Context: an optimization exercise on an open-source flow, tuned for small area. The choices shown serve that exercise and are no tape-out recipe. The RTL was checked by simulation tests, not by an equivalence proof against the original design. Power figures rest on the tool's default switching activity, not on a simulated workload. The flow treats the clock pin as an ideal source, which a real chip does not have.

===== config.mk =====
export PLATFORM = sky130hd
export DESIGN_NAME = led_matrix
export DESIGN_NICKNAME = led_matrix
export VERILOG_FILES = /design/flow/design.v
export SDC_FILE = /design/flow/constraint.sdc
export NUM_CORES = 4
export LEC_CHECK = 0
export CAP_MARGIN = 20
export CORE_MARGIN = 2
export CORE_UTILIZATION = 40
export CTS_BUF_LIST = sky130_fd_sc_hd__clkbuf_4
export CTS_CLUSTER_DIAMETER = 40
export CTS_CLUSTER_SIZE = 12
export SLEW_MARGIN = 20

===== constraint.sdc =====
create_clock -name core_clock -period 10.0 [get_ports {clk}]
set_input_delay 2.0000 -clock core_clock [delete_from_list [all_inputs] [get_ports {clk}]]
set_output_delay 2.0000 -clock core_clock [all_outputs]
set_load 0.01 [all_outputs]

===== design.v =====
module led_index (
    input  wire [2:0] row,
    input  wire [2:0] col,
    output wire [4:0] idx
);
    wire [4:0] row5   = {2'b00, row} * 5'd5;
    wire [4:0] col_eff = row[0] ? (5'd4 - {2'b00, col}) : {2'b00, col};
    assign idx = 5'd24 - (row5 + col_eff);
endmodule
module led_glyph_rom (
    input  wire [3:0]  id,
    output wire [24:0] bitmap
);
    assign bitmap = ({25{id == 4'd0}}  & 25'h04255C4)     
                  | ({25{id == 4'd1}}  & 25'h011531E)     
                  | ({25{id == 4'd2}}  & 25'h0447D04)     
                  | ({25{id == 4'd3}}  & 25'h1EC5041)     
                  | ({25{id == 4'd4}}  & 25'h0475484)     
                  | ({25{id == 4'd5}}  & 25'h0F19510)     
                  | ({25{id == 4'd6}}  & 25'h0417C44)     
                  | ({25{id == 4'd7}}  & 25'h104146F)     
                  | ({25{id == 4'd8}}  & 25'h118FE2E)     
                  | ({25{id == 4'd9}}  & 25'h0F8BE2F)     
                  | ({25{id == 4'd10}} & 25'h1E0843E);    
endmodule
module led_matrix #(
    parameter integer T_GAP = 256    
) (
    input  wire        clk,
    input  wire        rst,          
    input  wire [31:0] cmd_data,
    input  wire        cmd_valid,
    output wire        cmd_ready,
    input  wire [1:0]  ra,
    output reg  [31:0] rd_data,
    output wire [7:0]  tx_data,
    output wire        tx_valid,
    input  wire        tx_ready
);
    localparam [2:0] OP_MAP   = 3'b001;
    localparam [2:0] OP_SETPX = 3'b010;
    localparam [2:0] OP_FLUSH = 3'b011;
    localparam [2:0] OP_CLEAR = 3'b100;
    localparam [2:0] OP_DRAW  = 3'b101;
    localparam [2:0] F_ILLEGAL  = 3'd1;
    localparam [2:0] F_RESERVED = 3'd2;
    localparam [2:0] F_COORD    = 3'd3;
    localparam [2:0] F_INDEX    = 3'd4;
    localparam [2:0] F_GLYPH    = 3'd5;
    localparam [4:0] PIX_LAST = 5'd8;
    localparam integer GAP_TURNS = (T_GAP - 2 + 24) / 25 + 1;
    localparam [4:0]   GAP_END   = ((GAP_TURNS - 1) * 17) % 25;
    reg [599:0] ring;             
    reg [4:0]   pix;              
    reg         clr;              
    reg [31:0]  cmd_q;            
    reg         busy;
    reg         fault;
    reg [4:0]   last_idx;
    reg         txv;              
    reg [7:0]   txd;
    reg [4:0]   tq;               
    reg [1:0]   kq;               
    reg [1:0]   kc;               
    wire [2:0] op    = cmd_q[31:29];
    wire [2:0] row   = cmd_q[5:3];
    wire [2:0] col   = cmd_q[2:0];
    wire [4:0] idx   = cmd_q[28:24];
    wire [3:0] glyph = cmd_q[3:0];
    reg        dec_fault;
    reg [2:0]  dec_fcode;
    always @(*) begin
        dec_fault = 1'b0;
        dec_fcode = 3'd0;
        case (op)
            OP_MAP: begin
                if (cmd_q[28:6] != 23'd0) begin
                    dec_fault = 1'b1; dec_fcode = F_RESERVED;
                end else if (row > 3'd4 || col > 3'd4) begin
                    dec_fault = 1'b1; dec_fcode = F_COORD;
                end
            end
            OP_SETPX: begin
                if (idx > 5'd24) begin
                    dec_fault = 1'b1; dec_fcode = F_INDEX;
                end
            end
            OP_FLUSH, OP_CLEAR: begin
                if (cmd_q[28:0] != 29'd0) begin
                    dec_fault = 1'b1; dec_fcode = F_RESERVED;
                end
            end
            OP_DRAW: begin
                if (cmd_q[28:4] != 25'd0) begin
                    dec_fault = 1'b1; dec_fcode = F_RESERVED;
                end else if (glyph > 4'd10) begin
                    dec_fault = 1'b1; dec_fcode = F_GLYPH;
                end
            end
            default: begin
                dec_fault = 1'b1; dec_fcode = F_ILLEGAL;
            end
        endcase
    end
    wire run       = busy && !dec_fault;
    wire do_map    = run && (op == OP_MAP);
    wire do_setpx  = run && (op == OP_SETPX);
    wire do_clear  = run && (op == OP_CLEAR);
    wire do_draw   = run && (op == OP_DRAW);
    wire do_frame  = run && (op == OP_FLUSH || op == OP_CLEAR || op == OP_DRAW);
    wire [4:0] map_idx;
    led_index u_map_index (.row(row), .col(col), .idx(map_idx));
    wire [24:0] glyph_bits;
    led_glyph_rom u_rom (.id(glyph), .bitmap(glyph_bits));
    wire [24:0] glyph_by_pix;
    genvar gp;
    generate
        for (gp = 0; gp < 25; gp = gp + 1) begin : g_pix
            localparam integer LIN  = 24 - gp;               
            localparam integer GROW = LIN / 5;
            localparam integer GCOL = (GROW % 2 == 0) ? LIN % 5 : 4 - LIN % 5;
            assign glyph_by_pix[gp] = glyph_bits[5*GROW + GCOL];
        end
    endgenerate
    wire glyph_on = glyph_by_pix[pix];
    wire setpx_hit = do_setpx && (pix == idx);
    assign cmd_ready = !rst && !busy && !fault;
    wire   cmd_fire  = cmd_valid && cmd_ready;
    assign tx_valid = txv;
    assign tx_data  = txd;
    wire   tx_fire  = txv && tx_ready;
    wire   turn     = (pix == PIX_LAST);
    wire   in_gap   = (kq == 2'd3) && !txv;
    wire [4:0] tq_next = (tq >= 5'd8) ? tq - 5'd8 : tq + 5'd17;
    wire [23:0] head = ring[23:0];
    wire [23:0] ins  = setpx_hit ? cmd_q[23:0] :
                       do_draw   ? {16'd0, {8{glyph_on}}} :
                       (do_clear || clr) ? 24'd0 : head;
    always @(posedge clk)
        ring <= {ins, ring[599:24]};
    wire [7:0] tap = (kc == 2'd0) ? ins[23:16] :
                     (kc == 2'd1) ? ring[591:584] :
                                    ring[559:552];
    wire load = do_frame && (kq != 2'd3) && (pix == tq) && (!txv || tx_ready);
    wire frame_end = tx_fire && (kq == 2'd3);
    always @(posedge clk) begin
        if (!busy && !fault)
            cmd_q <= cmd_data;
        if (load)
            txd <= tap;
    end
    always @(posedge clk) begin
        if (rst) begin
            pix      <= 5'd0;
            clr      <= 1'b1;
            busy     <= 1'b0;
            fault    <= 1'b0;
            last_idx <= 5'd0;
            txv      <= 1'b0;
            tq       <= 5'd0;
            kq       <= 2'd3;
            kc       <= 2'd0;
        end else begin
            pix <= (pix >= 5'd8) ? pix - 5'd8 : pix + 5'd17;
            if (turn)
                clr <= 1'b0;
            if (cmd_fire)
                busy <= 1'b1;
            if (busy && dec_fault) begin
                busy  <= 1'b0;
                fault <= 1'b1;
            end
            if (do_map) begin
                busy     <= 1'b0;
                last_idx <= map_idx;
            end
            if (setpx_hit)
                busy <= 1'b0;
            if (load) begin
                txv <= 1'b1;
                kc  <= (kc == 2'd2) ? 2'd0 : kc + 2'd1;
                tq  <= tq_next;
                if (tq == 5'd8)
                    kq <= kq + 2'd1;
            end else if (tx_fire) begin
                txv <= 1'b0;
            end
            if (frame_end)
                busy <= 1'b0;
            if (in_gap && turn) begin
                if (tq == GAP_END) begin
                    tq <= 5'd0;
                    kq <= 2'd0;
                end else begin
                    tq <= tq_next;
                end
            end
        end
    end
    always @(*) begin
        case (ra)
            2'd0:    rd_data = {27'd0, fault ? dec_fcode : 3'd0, fault, busy};
            2'd1:    rd_data = {27'd0, last_idx};
            2'd2:    rd_data = fault ? cmd_q : 32'd0;
            default: rd_data = 32'd0;
        endcase
    end
endmodule

===== run.sh =====
#!/bin/bash
# synth_recipe.tcl (not shown) runs the flow's synth.tcl, then flattens the netlist and writes it again
# the make line also repeats each setting of config.mk as NAME=value (left out here)
make -C /OpenROAD-flow-scripts/flow DESIGN_CONFIG=/design/flow/config.mk WORK_HOME=/design/flow/orfs CLKGATE_MAP_FILE= SYNTH_SCRIPT=/design/flow/synth_recipe.tcl finish

==> impl_metrics.tcl, run 1 <==
set metrics [dict create \
    drive_gt1_frac 0.109 \
    final_core_util 0.457 \
    placed_cell_area_um2 17800 \
    ys_ff_latch 663 \
    first_pass_iters 7 \
    die-area_um2 42900 \
    maxCapViolCount 0 \
    end_kind "primary output" \
    nNetsFinal 1257 \
    drc 0 \
    rsz0062_at_grt "no" \
    placed_cells 1659 \
    max-clock-path-buffers 3 \
    nFillCells 3596 \
    path_max_fanout 22 \
    yosysSeqAreaShare 0.828 \
    drt-vias-per-instance 4.56 \
    finalCritPeriodShare 0.687 \
    synth_top_area_cell "dfxtp_1" \
    core-area_um2 40800 \
    cp_slowest_cell "clkdlybuf4s50_1" \
    power_density_nw_per_um2 238 \
    yosys_warnings 1 \
    wl_per_cell_um 16.3 \
    crit_path_start "ra[0]" \
    syn-cell-area_um2 16500 \
    outcome "timing/DRC/antenna clean" \
    ctsResizeCount 0 \
    seq_area_um2 13700 \
    cts_buffers 70 \
    grt_pass1_wl_um 45300 \
    avgSynthCellArea_um2 15.3 \
    htree_levels 3 \
    p_leak_nw 7.23 \
    finalHoldViolCount 0 \
    place.detailed.hpwl_um 18800 \
    ant_nets 0 \
    cts_tree "done" \
    worstPathArrival_ns 4.87 \
    clk_latency_ns 0.75 \
    clock.fmax_ghz 0.146 \
    grt_usage 0.136 \
    rows 74 \
    syn_to_final_growth_pct 13.0 \
    min_from "ring[432]" \
    use_met1 0.198 \
    grt_most_used_layer "met1" \
    hold_class "flip-flop to flip-flop" \
    setup_ws_ns 3.13 \
    path_cells "clkdlybuf4s50_1, nor2_2, buf_4, and3b_1, a21boi_0, a31oi_1, o22ai_1, clkdlybuf4s50_1" \
    use_met2 0.194 \
    worst_pin_slew_ns 0.939 \
    finalSetupTns_ns 0 \
    synth_cells 1079 \
    drtIter0Drc 386 \
    initial_core_util 0.404 \
    reg2reg_from "cmd_q[0]" \
    setup_viol 0 \
    clkTransAtPathRegs_ns 0.11 \
    max_stage_delay_ns 0.60 \
    grt_pass1_vias 7978 \
    stdcell_area_um2 18700 \
    wl_um 28800 \
    final_cells 1768 \
    multi_input_area_um2 2540 \
    root_buffer "clkbuf_4" \
    required_ns 8.00 \
    synth_flop_cell "dfxtp_1" \
    gr-total-overflow 0 \
    place_congestion 0.789 \
    vias 8060 \
    async_reset_ff_frac 0 \
    post_cts_buffers 0 \
    worstSetupStartpointType "input port" \
    boundaryPins 80 \
    die_height_um 207 \
    grt_use_met3 0.0321 \
    slew_headroom 0.374 \
    path_class "input port to primary output" \
    fin_crit_ns 6.87 \
    port-buffer-count 79 \
    slew_violations 0 \
    die_w_um 207 \
    cts.sinks 663 \
    cpMostUsedCell "clkdlybuf4s50_1" \
    cts_hold_buffers 0 \
    synth_edf_count 40 \
    ir_drop_mv 0.138 \
    ys_top_cells_by_area "dfxtp_1, edfxtp_1, ha_1, and3_1, a22o_1" \
    place_ws_ns 3.21 \
    yosys.cell_types.count 80 \
    skew_ns 0.0750 \
    grt_max_degree 37 \
    antenna_found_initial 4 \
    yosysTopAreaCellShare 0.755 \
    synth_nets 1137 \
]
-- sequential cells by signal, indices dropped and copies added (netlist names) --
register and cells:
last_idx 5, ring 600, fault 1, txv 1, tq 5, busy 1
clr 1, pix 5, kc 2, kq 2, cmd_q 32, txd 8
-- layer usage --
layer  routed length, um  vias up
met2               12100      215
met3                1440       69
li1                    -     3942
met4                 861        0
met5                   0        -
met1               14500     3834
-- cell usage after synthesis (12+ instances only) --
master,n
a22o_1,17
and3_1,27
nand3_1,13
nand2_1,38
inv_1,21
a21oi_1,15
ha_1,18
clkbuf_1,21
dfxtp_1,623
nor2b_1,12
edfxtp_1,40
nor2_1,32
xnor2_1,15
o21ai_0,15
-- critical path, delay by kind of cell --
family	cells	cell delay [ns]
buf+inv	3	1.55
simple gates	2	0.71
compound gates	3	0.61
-- where the power goes --
group | internal (W) | switching, W | leakage (nW) | total, W
Sequential | 0.00271 | 0.0000979 | 5.43 | 0.00281
Clock | 0.000478 | 0.000798 | 0.479 | 0.00128
Combinational | 0.000147 | 0.000196 | 1.32 | 0.000343
Total | 0.00334 | 0.00109 | 7.23 | 0.00443
-- area by class of cell --
| class | instances | area share |
|---|---|---|
| Sequential cell | 663 | 0.733 |
| Multi-Input combinational cell | 355 | 0.136 |
| Timing Repair Buffer | 86 | 0.0456 |
| Clock buffer | 89 | 0.0358 |
| Tap cell | 532 | 0.0357 |
| Clock inverter | 18 | 0.00919 |
| Inverter | 23 | 0.00463 |
| Antenna cell | 2 | 0.000268 |
-- metrics by stage --
stage	total power, W	hold slack [ns]
after floorplan	0.00308	0.310
after global placement	0.00320	0.310
after detailed placement	0.00321	0.312
after CTS	0.00449	0.284
after global routing	0.00464	0.290
final	0.00443	0.291
-- final timing paths --
path	end	slack (ns)	depth (start not counted)
max reg2reg	last_idx[4]	6.31	14
min	ring[408]	0.29	0
min reg2reg	ring[408]	0.29	0
max	rd_data[4]	3.13	8
-- logic make-up (layout without fill, tap and decap cells) --
logic type | Yosys count | in the layout | share of synthesized area
xor gates and xnor gates | 18 | 18 | 0.00955
and+or+nand+nor | 179 | 179 | 0.0598
muxes | 10 | 10 | 0.00629
other | 0 | 2 | 0
DFF | 663 | 663 | 0.828
AOI/OAI and AO/OA | 128 | 128 | 0.0611
adders and majority gates | 20 | 20 | 0.0161
buffers and inverters | 61 | 216 | 0.0192
-- cells in the final DEF, fill, tap and decap left out, types with 12 or more instances in the layout --
cell type        instances
edfxtp_1                40
and3_1                  27
clkdlybuf4s50_1         78
nand3_1                 13
nor2_1                  29
o21ai_0                 15
a22o_1                  17
nor2b_1                 12
a21oi_1                 15
ha_1                    18
clkbuf_4                89
xnor2_1                 15
inv_1                   21
nand2_1                 38
dfxtp_1                623
==> inputs of run 2 (changes only) <==
--- a/config.mk
+++ b/config.mk
@@ -8,7 +8,7 @@
 export CAP_MARGIN = 20
 export CORE_MARGIN = 2
 export CORE_UTILIZATION = 40
-export CTS_BUF_LIST = sky130_fd_sc_hd__clkbuf_4
-export CTS_CLUSTER_DIAMETER = 40
-export CTS_CLUSTER_SIZE = 12
+export CTS_BUF_LIST = sky130_fd_sc_hd__clkbuf_8
+export CTS_CLUSTER_DIAMETER = 60
+export CTS_CLUSTER_SIZE = 20
 export SLEW_MARGIN = 20
==> run 2 against run 1 <==
  * Flip-flop and latch count stayed put
  * Hold slack better by 0.025 ns
  * Synthesized cell count stayed put
  * Critical path depth stayed put
  * Combinational power hardly changed
  * Core utilization hardly changed
  * First-iteration DRC count is 12% higher
  * Total power is 0.11% higher
  * Via count is 2.5% lower
  * Sequential power hardly changed
  * Area after synthesis stayed put
  * Non-clock buffer count stayed put
==> impl_metrics.tcl, run 2 <==
set metrics [dict create \
    end_kind "primary output" \
    place.detailed.hpwl_um 18800 \
    syn-cell-area_um2 16500 \
    maxCapViolCount 0 \
    async_reset_ff_frac 0 \
    ys_top_cells_by_area "dfxtp_1, edfxtp_1, ha_1, and3_1, a22o_1" \
    hold-path-endpoint "ring[172]" \
    drive_gt1_frac 0.0704 \
    fin_crit_ns 6.83 \
    cts_tree "done" \
    reg_top3 "ring (600), cmd_q (32), txd (8)" \
    root_buffer "clkbuf_8" \
    ctsResizeCount 0 \
    worstPathArrival_ns 4.83 \
    p_comb_frac 0.078 \
    nNetsFinal 1229 \
    wl_per_cell_um 16.6 \
    max_stage_delay_ns 0.60 \
    finalSetupTns_ns 0 \
    path_max_fanout 21 \
    placed_cells 1659 \
    r2r-end "last_idx[4]" \
    power_density_nw_per_um2 238 \
    r2r_cells 14 \
    syn_to_final_growth_pct 12.9 \
    path_cells "clkdlybuf4s50_1, nor2_2, buf_4, and3b_1, a21boi_0, a31oi_1, o22ai_1, clkdlybuf4s50_1" \
    required_ns 8.00 \
    hold_class "flip-flop to flip-flop" \
    yosysTopAreaCellShare 0.755 \
    core-area_um2 40800 \
    cts.sinks 663 \
    synth_edf_count 40 \
    rows 74 \
    grt_max_degree 37 \
    switchingPower_w 0.00108 \
    rrSetupSlack_ns 6.32 \
    synth_flop_cell "dfxtp_1" \
    htree_levels 2 \
    ant_nets 0 \
    cp_slowest_cell "clkdlybuf4s50_1" \
    drc 0 \
    reg2reg_from "cmd_q[1]" \
    die-area_um2 42900 \
    grt_usage 0.134 \
    ys_ff_latch 663 \
    setup_viol 0 \
    cts_hold_buffers 0 \
    worstSetupStartpointType "input port" \
    diodes 0 \
    antenna_found_initial 4 \
    post_cts_buffers 0 \
    worst_pin_slew_ns 0.939 \
    die_w_um 207 \
    initial_core_util 0.404 \
    clk_latency_ns 0.61 \
    synthTopCellsByCount "dfxtp_1, edfxtp_1, nand2_1" \
    first_pass_iters 5 \
    slew_headroom 0.374 \
    seqPwrFrac 0.634 \
    place_congestion 0.789 \
    boundaryPins 80 \
    synth_nets 1137 \
    top_register "ring" \
    cts_buffers 42 \
    yosys.cell_types.count 80 \
    path_class "input port to primary output" \
    finalHoldViolCount 0 \
    vias 7857 \
    layout_commonest_cell "dfxtp_1" \
    slew_violations 0 \
    largest_reg_flops 600 \
    layout_common_cells "dfxtp_1, clkdlybuf4s50_1, clkbuf_8" \
    switching_share 0.243 \
    p_leak_nw 7.20 \
    cpMostUsedCell "clkdlybuf4s50_1" \
    skew_ns 0.0318 \
    wl_um 28600 \
    die_height_um 207 \
    avgSynthCellArea_um2 15.3 \
    finalCritPeriodShare 0.683 \
    outcome "timing/DRC/antenna clean" \
    internal_power_w 0.00336 \
    yosys.cell_count.top_type "dfxtp_1" \
    ir_drop_mv 0.128 \
    rsz0062_at_grt "no" \
    synth_top_area_cell "dfxtp_1" \
    drtIter0Drc 434 \
    power.share.clock 0.289 \
    port-buffer-count 79 \
    yosysSeqAreaShare 0.828 \
    whs_path_depth 0 \
    clkTransAtPathRegs_ns 0.12 \
    yosys_warnings 1 \
    grt_pass1_wl_um 44600 \
    synth_cells 1079 \
    gr-total-overflow 0 \
    min_from "ring[196]" \
    clock.fmax_ghz 0.146 \
    grt_pass1_vias 7714 \
    final_cells 1725 \
    drt-vias-per-instance 4.55 \
    max-clock-path-buffers 3 \
]
[run 2: changes by cell type in the layout (fill, tap and decap cells not counted), moves of 4 or more]
cell	previous run	this run
clkbuf_4	89	0
clkbuf_8	0	43
inv_1	21	32
clkinv_4	4	0
[run 2: layout make-up]
type	instances	area, um2
clock buffer	43	592
clock inverter	23	234
inverter	23	86.3
fill	3547	22200
multi-input combinational	355	2540
timing repair buffer	86	851
tap	532	666
sequential	663	13700
[run 2: stage by stage]
stage	hold slack [ns]	cell area (um2)	setup slack [ns]	power, W	util
finish	0.316	18600	3.17	0.00444	0.456
global placement	0.310	17800	3.30	0.00320	0.436
floorplan	0.310	16500	5.17	0.00308	-
CTS	0.321	18600	3.19	0.00448	0.456
detailed placement	0.312	17800	3.21	0.00321	0.436
global route	0.322	18600	3.07	0.00463	0.456
[run 2: worst max-delay path: cells and delay by family]
family	cells	cell delay [ns]
simple gates	2	0.69
compound gates	3	0.59
buf+inv	3	1.55
[run 2: how the worst max path moves through the flow]
stage                from         end  slack (ns)
finish              ra[0]  rd_data[4]        3.17
global route        ra[0]  rd_data[4]        3.07
CTS                 ra[0]  rd_data[4]        3.19
detailed placement  ra[0]  rd_data[4]        3.21
global placement    ra[0]  rd_data[4]        3.30
floorplan           ra[0]  rd_data[4]        5.17
[run 2: logic make-up after synthesis]
family                   count (synthesis)  synth area share
flip-flops                             663             0.828
AO/OA/AOI/OAI                          128            0.0611
buffers and inverters                   61            0.0192
XOR/XNOR                                18           0.00955
multiplexers                            10           0.00629
adder cells (fa/ha/maj)                 20            0.0161
AND/OR/NAND/NOR                        179            0.0598
[run 2: routing by layer]
layer / share of wire / vias to the layer above / track usage
met5: 0 / - / 0
li1: - / 3847 / -
met4: 0.022 / 0 / 0.0424
met1: 0.51 / 3765 / 0.198
met2: 0.42 / 199 / 0.196
met3: 0.049 / 46 / 0.0261
[run 2: power groups by stage]
stage / Sequential [W] / Combinational, W / Clock (W)
CTS: 0.00281 / 0.000345 / 0.00133
global placement: 0.00287 / 0.000332 / 0
global route: 0.00282 / 0.000383 / 0.00142
detailed placement: 0.00287 / 0.000341 / 0
floorplan: 0.00280 / 0.000280 / 0
finish: 0.00281 / 0.000345 / 0.00128
==> inputs of run 3 (changes only) <==
==> flow/run.sh (new file) <==
#!/bin/bash
set -euo pipefail
cd "$(dirname "$0")/.."
export BUFFER_PORTS_ARGS="-buffer_cell sky130_fd_sc_hd__buf_1"
export CTS_ARGS="-sink_clustering_enable -repair_clock_nets -dont_use_dummy_load -buf_list sky130_fd_sc_hd__clkbuf_8 -sink_clustering_size 20 -sink_clustering_max_diameter 60"
bash standard.sh > standard_flow.log 2>&1
==> standard.sh (new file) <==
#!/bin/bash
# synth_recipe.tcl (not shown) runs the flow's synth.tcl, then flattens the netlist and writes it again
# the make line also repeats each setting of config.mk as NAME=value (left out here)
make -C /OpenROAD-flow-scripts/flow DESIGN_CONFIG=/design/flow/config.mk WORK_HOME=/design/flow/orfs CLKGATE_MAP_FILE= SYNTH_SCRIPT=/design/flow/synth_recipe.tcl "${@:-finish}"
--- a/config.mk
+++ b/config.mk
@@ -8,7 +8,4 @@
 export CAP_MARGIN = 20
 export CORE_MARGIN = 2
 export CORE_UTILIZATION = 40
-export CTS_BUF_LIST = sky130_fd_sc_hd__clkbuf_8
-export CTS_CLUSTER_DIAMETER = 60
-export CTS_CLUSTER_SIZE = 20
 export SLEW_MARGIN = 20
removed: run.sh
==> run 3 against run 2 <==
  * Fmax rose by 14%
  * Synthesized cell count did not move
  * First-iteration DRC count rose by 3.2%
  * Via count fell by 0.27%
  * Setup slack improved by 0.85 ns
  * Hold slack got worse by 0.011 ns
  * Core utilization fell by 1.8 points
  * Die area did not move
  * Clock power fell by 16%
==> impl_metrics.tcl, run 3 <==
set metrics [dict create \
    outcome "timing/DRC/antenna clean" \
    finalCritPeriodShare 0.599 \
    fin_crit_ns 5.99 \
    first_pass_iters 4 \
    place_congestion 0.795 \
    gr-total-overflow 0 \
    synth.area.mux_share 0.00629 \
    p_leak_nw 6.85 \
    skew_ns 0.0725 \
    end_kind "primary output" \
    power_density_nw_per_um2 235 \
    worstPathArrival_ns 3.99 \
    grt_pass1_vias 7484 \
    setup_viol 0 \
    ys_top_cells_by_area "dfxtp_1, edfxtp_1, ha_1, and3_1, a22o_1" \
    finalHoldViolCount 0 \
    async_reset_ff_frac 0 \
    maxCapViolCount 0 \
    ir_drop_mv 0.137 \
    die-area_um2 42900 \
    boundaryPins 80 \
    port-buffer-count 79 \
    slew_violations 0 \
    synth-simple-area-share 0.0598 \
    power.share.clock 0.255 \
    path_max_fanout 21 \
    required_ns 8.00 \
    cts_buffers 40 \
    clk_latency_ns 0.58 \
    synth-compound-area-share 0.0611 \
    finalSetupTns_ns 0 \
    post_cts_buffers 0 \
    synth_nets 1137 \
    seqPwrFrac 0.667 \
    path_class "input port to primary output" \
    cts_hold_buffers 0 \
    slew_headroom 0.400 \
    htree_levels 2 \
    synth_fa_ha_area_frac 0.0161 \
    multi_input_area_um2 2540 \
    synth_top_area_cell "dfxtp_1" \
    syn-cell-area_um2 16500 \
    layout_common_cells "dfxtp_1, buf_1, clkbuf_8, edfxtp_1, nand2_1" \
    worst_pin_slew_ns 0.901 \
    largest_reg_flops 600 \
    top_register "ring" \
    synth_flop_cell "dfxtp_1" \
    reg_top3 "ring (600), cmd_q (32), txd (8)" \
    die_height_um 207 \
    wl_per_cell_um 16.5 \
    yosys_warnings 1 \
    drive_gt1_frac 0.0591 \
    placed_cell_area_um2 17300 \
    die_w_um 207 \
    nFillCells 3607 \
    ctsResizeCount 0 \
    cts_tree "done" \
    p_comb_frac 0.078 \
    drtIter0Drc 448 \
    nNetsFinal 1228 \
    vias 7836 \
    drt-vias-per-instance 4.60 \
    hold_class "flip-flop to flip-flop" \
    syn_to_final_growth_pct 8.35 \
    seq_area_um2 13700 \
    wl_um 28000 \
    ant_nets 0 \
    clkTransAtPathRegs_ns 0.11 \
    root_buffer "clkbuf_8" \
    rsz0062_at_grt "no" \
    whs_path_depth 0 \
    synth_cells 1079 \
    ys_ff_latch 663 \
    internal_power_w 0.00321 \
    avgSynthCellArea_um2 15.3 \
    clock.fmax_ghz 0.167 \
    drc 0 \
    cts.sinks 663 \
    synthTopCellsByCount "dfxtp_1, edfxtp_1, nand2_1" \
    yosys.cell_types.count 80 \
    grt_usage 0.129 \
    synthXorXnorAreaFrac 0.00955 \
    max-clock-path-buffers 3 \
    antenna_found_initial 3 \
    switchingPower_w 0.00100 \
    synth_top_family_by_area "compound AO/OA/AOI/OAI gates" \
    yosysTopAreaCellShare 0.755 \
    switching_share 0.238 \
    synth_edf_count 40 \
    layout_commonest_cell "dfxtp_1" \
    grt_pass1_wl_um 43000 \
    r2r_cells 14 \
    grt_max_degree 37 \
    timing.hold.ws_ns 0.305 \
    stdcell_area_um2 17900 \
    yosys.cell_count.top_type "dfxtp_1" \
    yosysSeqAreaShare 0.828 \
    rows 74 \
    place.detailed.hpwl_um 18600 \
    worstSetupStartpointType "input port" \
    initial_core_util 0.404 \
    core-area_um2 40800 \
]
==> run 3: cell types whose count changed in the layout (fill, tap and decap cells not counted), moves of 3 or more <==
cell             change
clkinvlp_4           -3
inv_1               -11
buf_1               +79
clkdlybuf4s50_1     -78
clkbuf_8             -3
bufinv_16            -3
==> run 3: power groups by stage <==
stage / clock network, W / logic [W] / registers, W
after global routing: 0.00121 / 0.000367 / 0.00282
after floorplan: 0 / 0.000280 / 0.00280
after global placement: 0 / 0.000315 / 0.00287
after detailed placement: 0 / 0.000328 / 0.00287
final: 0.00107 / 0.000329 / 0.00281
after CTS: 0.00112 / 0.000330 / 0.00281
==> run 3: kinds of logic (layout without fill, tap and decap cells) <==
| kind of cell | Yosys count | count (layout) |
|---|---|---|
| compound gates | 128 | 128 |
| buf+inv | 61 | 150 |
| fa+ha+maj | 20 | 20 |
| xor+xnor | 18 | 18 |
| simple gates | 179 | 179 |
| flops | 663 | 663 |
| mux | 10 | 10 |
| other cells | 0 | 2 |
==> run 3: final timing paths <==
kind                            startpoint     endpoint  slack [ns]
worst min register to register   ring[290]    ring[266]        0.31
worst max register to register    cmd_q[0]  last_idx[4]        6.41
worst max-delay path                 ra[0]   rd_data[4]        4.01
worst min-delay path             ring[290]    ring[266]        0.31
==> run 3: stage by stage <==
step                      instances  total power, W   util  setup slack [ns]
after global routing           1700         0.00439  0.438              3.90
after global placement         1659         0.00318  0.424              4.10
final                          1702         0.00421  0.438              4.01
after floorplan                1079         0.00308      -              5.17
after detailed placement       1660         0.00320  0.425              4.05
after CTS                      1700         0.00425  0.438              4.04
==> run 3: critical path, cell delays in order <==
cell and delay (ns):
buf_1 0.19, nor2_2 0.44, buf_4 0.36, and3b_1 0.21, a21boi_0 0.26, a31oi_1 0.07, o22ai_1 0.26, buf_1 0.18
==> run 3: layer usage <==
metal | vias up | track usage | wire length (um)
li1 | 3817 | - | -
met2 | 182 | 0.183 | 11500
met3 | 62 | 0.0267 | 1250
met4 | 0 | 0.0468 | 865
met5 | - | 0 | 0
met1 | 3775 | 0.193 | 14500
==> run 3: area by class of cell <==
cell class	instances	share of cell area
multi-input cells	355	0.142
well taps	532	0.0372
inverters	23	0.00482
flip-flops and latches	663	0.764
diodes	2	0.000280
repair buffers	87	0.0210
clock buffers	40	0.0308
==> inputs of run 4 (changes only) <==
==> flow/run.sh (replaced) <==
#!/bin/bash
set -euo pipefail
cd "$(dirname "$0")/.."
export BUFFER_PORTS_ARGS="-buffer_cell sky130_fd_sc_hd__buf_1"
export CTS_ARGS="-sink_clustering_enable -repair_clock_nets -dont_use_dummy_load -buf_list sky130_fd_sc_hd__clkbuf_16 -sink_clustering_size 36 -sink_clustering_max_diameter 80"
bash standard.sh > standard_flow.log 2>&1
==> run 4 against run 3 <==
  * Highest routed layer unchanged
  * Synthesized cell count stayed put
  * Still clean
  * First-iteration DRC count is 4.9% lower
  * Total power is 1.6% higher
==> impl_metrics.tcl, run 4 <==
set metrics [dict create \
    outcome "timing/DRC/antenna clean" \
    nFillCells 3579 \
    boundaryPins 80 \
    drt-vias-per-instance 4.58 \
    internal_power_w 0.00328 \
    place_congestion 0.795 \
    die-area_um2 42900 \
    setup_viol 0 \
    cts_hold_buffers 0 \
    die_w_um 207 \
    synth_nets 1137 \
    ys_top_cells_by_area "dfxtp_1, edfxtp_1, ha_1, and3_1, a22o_1" \
    gr-total-overflow 0 \
    worstPathArrival_ns 4.01 \
    finalCritPeriodShare 0.601 \
    drc 0 \
    finalSetupTns_ns 0 \
    worst_pin_slew_ns 0.900 \
    setup_ws_ns 3.99 \
    cts_buffers 24 \
    switchingPower_w 0.000996 \
    max-clock-path-buffers 3 \
    yosysTopAreaCellShare 0.755 \
    cts_tree "done" \
    finalHoldViolCount 0 \
    htree_levels 1 \
    die_height_um 207 \
    clk_latency_ns 0.58 \
    placed_cell_area_um2 17300 \
    synth_flop_cell "dfxtp_1" \
    multi_input_area_um2 2540 \
    rrSetupSlack_ns 6.38 \
    r2r-end "last_idx[4]" \
    fin_crit_ns 6.01 \
    syn_to_final_growth_pct 8.62 \
    clkTransAtPathRegs_ns 0.11 \
    top_register "ring" \
    required_ns 8.00 \
    timing.hold.ws_ns 0.283 \
    crit_path_start "ra[0]" \
    hold_class "flip-flop to flip-flop" \
    synthTopCellsByCount "dfxtp_1, edfxtp_1, nand2_1" \
    clock.fmax_ghz 0.166 \
    reg2reg_from "cmd_q[0]" \
    yosys_warnings 1 \
    nNetsFinal 1212 \
    end_kind "primary output" \
    diodes 0 \
    place_ws_ns 4.05 \
    ir_drop_mv 0.135 \
    p_comb_frac 0.077 \
    syn-cell-area_um2 16500 \
    cp-endpoint "rd_data[4]" \
    rsz0062_at_grt "no" \
    post_cts_buffers 0 \
    first_pass_iters 4 \
    max_stage_delay_ns 0.44 \
    cpMostUsedCell "buf_1" \
    yosys.cell_count.top_type "dfxtp_1" \
    vias 7709 \
    slew_headroom 0.392 \
    path_class "input port to primary output" \
    final_core_util 0.439 \
    root_buffer "clkbuf_16" \
    avgSynthCellArea_um2 15.3 \
    seq_area_um2 13700 \
    r2r_cells 14 \
    power_density_nw_per_um2 238 \
    drtIter0Drc 426 \
    grt_pass1_wl_um 42800 \
    worstSetupStartpointType "input port" \
    cts.sinks 663 \
    ant_nets 0 \
    maxCapViolCount 0 \
    skew_ns 0.0972 \
    switching_share 0.233 \
    grt_pass1_vias 7327 \
    p_leak_nw 6.86 \
    synth_edf_count 40 \
    rows 74 \
    synth_top_area_cell "dfxtp_1" \
    cp_slowest_cell "nor2_2" \
    stdcell_area_um2 17900 \
    wl_um 27900 \
    slew_violations 0 \
    wl_per_cell_um 16.6 \
    path_max_fanout 21 \
    port-buffer-count 79 \
    yosysSeqAreaShare 0.828 \
    largest_reg_flops 600 \
    layout_common_cells "dfxtp_1, buf_1, edfxtp_1" \
    drive_gt1_frac 0.0460 \
    ctsResizeCount 0 \
    place.detailed.hpwl_um 18600 \
    synth_cells 1079 \
    grt_max_degree 37 \
    async_reset_ff_frac 0 \
    core-area_um2 40800 \
    initial_core_util 0.404 \
    reg_top3 "ring (600), cmd_q (32), txd (8)" \
    yosys.cell_types.count 80 \
    seqPwrFrac 0.657 \
    layout_commonest_cell "dfxtp_1" \
    grt_usage 0.128 \
    antenna_found_initial 3 \
    path_cells "buf_1, nor2_2, buf_4, and3b_1, a21boi_0, a31oi_1, o22ai_1, buf_1" \
    power.share.clock 0.267 \
    ys_ff_latch 663 \
]
## run 4: cell counts after synthesis
Identical to the previous run, type by type.
## run 4: power groups by stage
stage | registers (W) | logic [W] | clock network (W)
final | 0.00281 | 0.000327 | 0.00114
after global routing | 0.00282 | 0.000367 | 0.00127
after CTS | 0.00281 | 0.000330 | 0.00119
after detailed placement | 0.00287 | 0.000328 | 0
after global placement | 0.00287 | 0.000315 | 0
after floorplan | 0.00280 | 0.000280 | 0
## run 4: worst min path at each step
stage | startpoint | end | slack [ns] | depth (start not counted)
2_1_floorplan | ring[24] | ring[0] | 0.31 | 0
3_3_place_gp | ring[491] | ring[467] | 0.31 | 0
3_5_place_dp | ring[489] | ring[465] | 0.31 | 0
4_1_cts | ring[27] | ring[3] | 0.28 | 0
5_1_grt | ring[27] | ring[3] | 0.27 | 0
6_report | ring[486] | ring[462] | 0.28 | 0
## run 4: kinds of logic after synthesis
kind of cell    share of synthesized area
xor+xnor                          0.00955
flops                               0.828
compound gates                     0.0611
simple gates                       0.0598
mux                               0.00629
fa+ha+maj                          0.0161
buf+inv                            0.0192
## run 4: metal layers
metal / vias up / share of wire / global-route usage
met5: - / 0 / 0
met1: 3717 / 0.52 / 0.193
li1: 3782 / - / -
met2: 163 / 0.41 / 0.186
met3: 47 / 0.041 / 0.0221
met4: 0 / 0.029 / 0.0416
## run 4: through the flow
step,total power [W],std cells
finish,0.00428,1684
global route,0.00445,1684
CTS,0.00432,1684
detailed placement,0.00320,1660
global placement,0.00318,1659
floorplan,0.00308,1079
## run 4: final cells by class
| class | count | share of cell area |
|---|---|---|
| clock buffers | 24 | 0.0335 |
| inverters | 23 | 0.00481 |
| multi-input cells | 355 | 0.141 |
| repair buffers | 87 | 0.0210 |
| well taps | 532 | 0.0371 |
| flip-flops and latches | 663 | 0.762 |
## run 4: worst max-delay path, delay by kind of cell
kind	cells	cell delay, ns
buffers and inverters	3	0.74
AO/OA/AOI/OAI	3	0.59
AND/OR/NAND/NOR	2	0.66

-- what the ideal ports hide --
No port has a modelled driver above. Below, the same layouts with a new extraction and two added sets of constraints.
Step 1 sets driving cells, clkbuf_16 on the clock port and buf_2 on the other inputs (assumed; they add their load-dependent delay and slew).
Step 2 also shifts input and output timing later by t, the mid clock arrival at the registers, as if the neighbouring blocks saw the same clock.
a / b / c = no drivers / after step 1 / after step 2; a / b = the first two.
run	t (ns)	setup WS [ns]	hold WS [ns]	worst setup path after step 2	cell pins on the clock port's net
run 1	0.760	3.129 / 3.106 / 3.106	0.291 / 0.291 / 0.291	input to output	1
run 2	0.641	3.167 / 3.144 / 3.144	0.316 / 0.316 / 0.316	input to output	1
run 3	0.588	4.013 / 3.987 / 3.987	0.305 / 0.305 / 0.305	input to output	1
run 4	0.585	3.991 / 3.965 / 3.965	0.283 / 0.283 / 0.283	input to output	1
After both steps every run listed still meets setup and hold.
